This design comes from an exercise in tuning for small area, a short achievable clock period and few clock cycles on the open sky130 flow, not from production work. Function was checked by simulation only, so behaviour that the tests miss may differ from the original. No activity file was given, so power comes from the tool's default toggle rates.

== run A ==
Design stuff_codec, start of the top module:
module stuff_codec (
    input  wire         clk,
    input  wire         rst,
    input  wire         cfg_mode,         
    input  wire [4:0]   cfg_avoid_len,    
    input  wire [127:0] cfg_avoid,        
    input  wire [13:0]  cfg_crc_poly,
    input  wire [13:0]  cfg_crc_init,
    input  wire         in_valid,
    input  wire [7:0]   in_data,
    input  wire         in_last,
    output reg          in_ready,
    output reg          out_valid,
    output reg  [7:0]   out_data,
    input  wire         out_ready,
    output reg          done,
    output reg          done_err,
    output reg  [15:0]  done_count,
    output reg  [13:0]  done_crc
);
make LEC_CHECK=0 ABC_CLOCK_PERIOD_IN_PS=3000 CAP_MARGIN=20 CORE_MARGIN=2 CORE_UTILIZATION=40 SETUP_SLACK_MARGIN=3.0 SLEW_MARGIN=20 finish   # period 6.5 ns
run.sh (not shown) runs the stock make flow with config.mk's settings and CLKGATE_MAP_FILE= SYNTH_SCRIPT=/design/flow/synth_recipe.tcl, a recipe that flattens the netlist after the stock synthesis.
Testbench counts of run A, summed over its fixed seeds: cycles 70,425.
[inputs] run B vs run A
# run A
export LEC_CHECK = 0
export ABC_CLOCK_PERIOD_IN_PS = 3000
export CAP_MARGIN = 20
export CORE_MARGIN = 2
export CORE_UTILIZATION = 40
export SETUP_SLACK_MARGIN = 3.0
export SLEW_MARGIN = 20
create_clock -name core_clock -period 6.5 [get_ports {clk}]
# run B
export LEC_CHECK = 0
export CAP_MARGIN = 20
export CORE_MARGIN = 2
export CORE_UTILIZATION = 40
export SLEW_MARGIN = 20
create_clock -name core_clock -period 6.5 [get_ports {clk}]
Run B: multi-input logic portion of the cell area higher than run A. Going from run A to run B, combinational share of power fell by 5.8 points; sequential share of layout area increased 3.2 points. Summary: number of vias after detailed routing, run B better than run A. Between run A and run B, the flow reports number of placed cells counting well taps increasing slightly. Run A -> run B: die area delta 0, exact match. Per the comparison of run B with run A, met3 track demand over resource went down; number of global-route vias before repair decreased by 513 relative to the old numbers; clock-pin slew on the worst setup and hold paths closely matched the old numbers. Run B — headroom to the max-slew limit 4.5 points lower, run A as reference. On area of all placed cells without fillers, run A loses to run B.
Edits applied to the flow inputs when going from run B to run C:
# run B
export LEC_CHECK = 0
export CAP_MARGIN = 20
export CORE_MARGIN = 2
export CORE_UTILIZATION = 40
export SLEW_MARGIN = 20
create_clock -name core_clock -period 6.5 [get_ports {clk}]
# run C
export LEC_CHECK = 0
export CAP_MARGIN = 20
export CORE_MARGIN = 2
export CORE_UTILIZATION = 40
export SETUP_SLACK_MARGIN = 2.0
export SLEW_MARGIN = 20
create_clock -name core_clock -period 6.5 [get_ports {clk}]
Notes after the runs:
Run C packs its core tighter than run B.
Relative to run B, met2 layer usage reported by global route has increased by 1.3 points in run C.
Run C vs. run B: routed via count divided by cell count now sits higher; worst setup timing slack at the placement stage now sits lower; design internal power now sits higher.
Summary of run C over run B: first-pass GRT wire length now larger; final critical-path required period fell by 1.18 ns.

* * *

## zinc
stuff_codec, a different RTL version from the one above (not shown whole).
For scale: roughly 940 cells after synthesis, roughly 94 flip-flops, about 220 I/O pins.
## stuff_codec
module stuff_codec (
    input  wire         clk,
    input  wire         rst,
    input  wire         cfg_mode,         
    input  wire [4:0]   cfg_avoid_len,    
    input  wire [127:0] cfg_avoid,        
    input  wire [13:0]  cfg_crc_poly,
    input  wire [13:0]  cfg_crc_init,
    input  wire         in_valid,
    input  wire [7:0]   in_data,
    input  wire         in_last,
    output reg          in_ready,
    output reg          out_valid,
    output reg  [7:0]   out_data,
    input  wire         out_ready,
    output reg          done,
    output reg          done_err,
    output reg  [15:0]  done_count,
    output reg  [13:0]  done_crc
);
    wire       cfg_ok = (cfg_avoid_len >= 5'd2) && (cfg_avoid_len <= 5'd16);
    wire [3:0] nl     = cfg_avoid_len[3:0];
    function [7:1] crc_coef;
        input [13:0] p;
        integer dd, s;
        reg [7:0] c;
        begin
            c = 8'd1;
            for (dd = 1; dd < 8; dd = dd + 1) begin
                c[dd] = 1'b0;
                for (s = 1; s <= dd; s = s + 1)
                    c[dd] = c[dd] ^ (p[14-s] & c[dd-s]);
            end
            crc_coef = c[7:1];
        end
    endfunction
    reg        mode_r;
    reg        ok_r;
    reg  [7:0] esc_r;
    reg  [7:0] init_r;       
    reg  [7:1] coef_r;
    wire       stuff = ~mode_r;
    reg [13:0] d;           
    reg        mm;          
    reg        mm_last;     
    reg        in_first;    
    reg        a_v, a_last, a_drop, a_first, a_esc, a_err;
    reg [7:0]  a_d;
    reg        b_v, b_end;
    reg [7:0]  b_d;
    reg [13:0] crc;
    reg [12:0] cnt;
    reg        err;
    reg [14:0] chain;
    reg        match_now;
    integer j;
    always @(*) begin
        match_now = 1'b0;
        for (j = 0; j < 15; j = j + 1) begin
            chain[j] = (in_data == cfg_avoid[8*j +: 8]) &&
                       (j == 0 ? 1'b1 : d[(j == 0) ? 0 : j-1]);
            if (nl == ((j + 2) & 15)) match_now = match_now | chain[j];
        end
    end
    reg [7:0] esc_byte;
  ...
Settings: LEC_CHECK=0, CAP_MARGIN=20, CORE_MARGIN=2, CORE_UTILIZATION=40, SETUP_SLACK_MARGIN=3.6, SLEW_MARGIN=20; clock period 6.5 ns.
Testbench counts of zinc, summed over its fixed seeds: cycles 70,425.
For garnet, these inputs were changed with respect to zinc:
# zinc
export LEC_CHECK = 0
export CAP_MARGIN = 20
export CORE_MARGIN = 2
export CORE_UTILIZATION = 40
export SETUP_SLACK_MARGIN = 3.6
export SLEW_MARGIN = 20
create_clock -name core_clock -period 6.5 [get_ports {clk}]
# garnet
export LEC_CHECK = 0
export CAP_MARGIN = 20
export CORE_MARGIN = 2
export CORE_UTILIZATION = 60
export SETUP_SLACK_MARGIN = 3.2
export SLEW_MARGIN = 20
create_clock -name core_clock -period 6.5 [get_ports {clk}]
==> flow/flow/run.sh (new file) <==
#!/bin/bash
# Layout flow: the standard ORFS flow, with the port buffers made as
# minimum-size buffers (timing repair upsizes those that need it) and the
# clock tree built without dummy balancing loads.
set -euo pipefail
cd "$(dirname "$0")/.."
export BUFFER_PORTS_ARGS="-buffer_cell sky130_fd_sc_hd__buf_1"
export CTS_ARGS="-sink_clustering_enable -repair_clock_nets -dont_use_dummy_load -buf_list {sky130_fd_sc_hd__clkbuf_4 sky130_fd_sc_hd__clkbuf_8}"
bash standard.sh > standard.log 2>&1
==> flow/standard.sh (new file) <==
#!/bin/bash
# synth_recipe.tcl (not shown) runs the flow's synth.tcl, then flattens the netlist and writes it again
# the make line also repeats each setting of config.mk as NAME=value (left out here)
make -C /OpenROAD-flow-scripts/flow DESIGN_CONFIG=/design/flow/config.mk WORK_HOME=/design/flow/orfs CLKGATE_MAP_FILE= SYNTH_SCRIPT=/design/flow/synth_recipe.tcl "${@:-finish}"
removed: flow/run.sh
Results
- Summary of garnet over zinc: post-route core utilization went up 6.9 points; part of the total power dissipated in the clock network went down 3.3 points.
- Maximum vdd drop, garnet vs zinc: up by more than a quarter

==> port drivers added, routing unchanged <==
How much do the figures lean on ideal ports? The routed layouts below were timed once more, with nothing changed but the port constraints. Step 1 assumes that a clkbuf_16 drives the clock port and a buf_2 every other input. Step 2 moves the port delays by t, midway between the first and last clock arrival at a register: inputs arrive t later, outputs are due t later. That takes back most of the time a late clock gives input paths. Three values: ideal, step 1, step 2; two values: the first two.
run | shift t [ns] | setup slack, ns | latest minus earliest clock arrival (ns) | worst register clock-pin slew, ns | cell pins on the clock port's net
run A | 0.388 | 2.326 / 2.326 / 2.326 | 0.011 / 0.011 | 0.08 / 0.08 | 1
run B | 0.393 | 0.952 / 0.952 / 0.952 | 0.008 / 0.009 | 0.07 / 0.07 | 1
run C | 0.391 | 2.131 / 2.136 / 1.753 | 0.017 / 0.017 | 0.08 / 0.08 | 1
zinc | 0.403 | 3.431 / 3.400 / 3.080 | 0.015 / 0.014 | 0.08 / 0.08 | 1
garnet | 0.397 | 3.297 / 3.277 / 2.934 | 0.030 / 0.029 | 0.10 / 0.10 | 1
After both steps every run listed still meets setup and hold. For run C, which loses most, drivers alone change the setup slack by +0.005 ns; drivers and shift together by -0.378 ns.
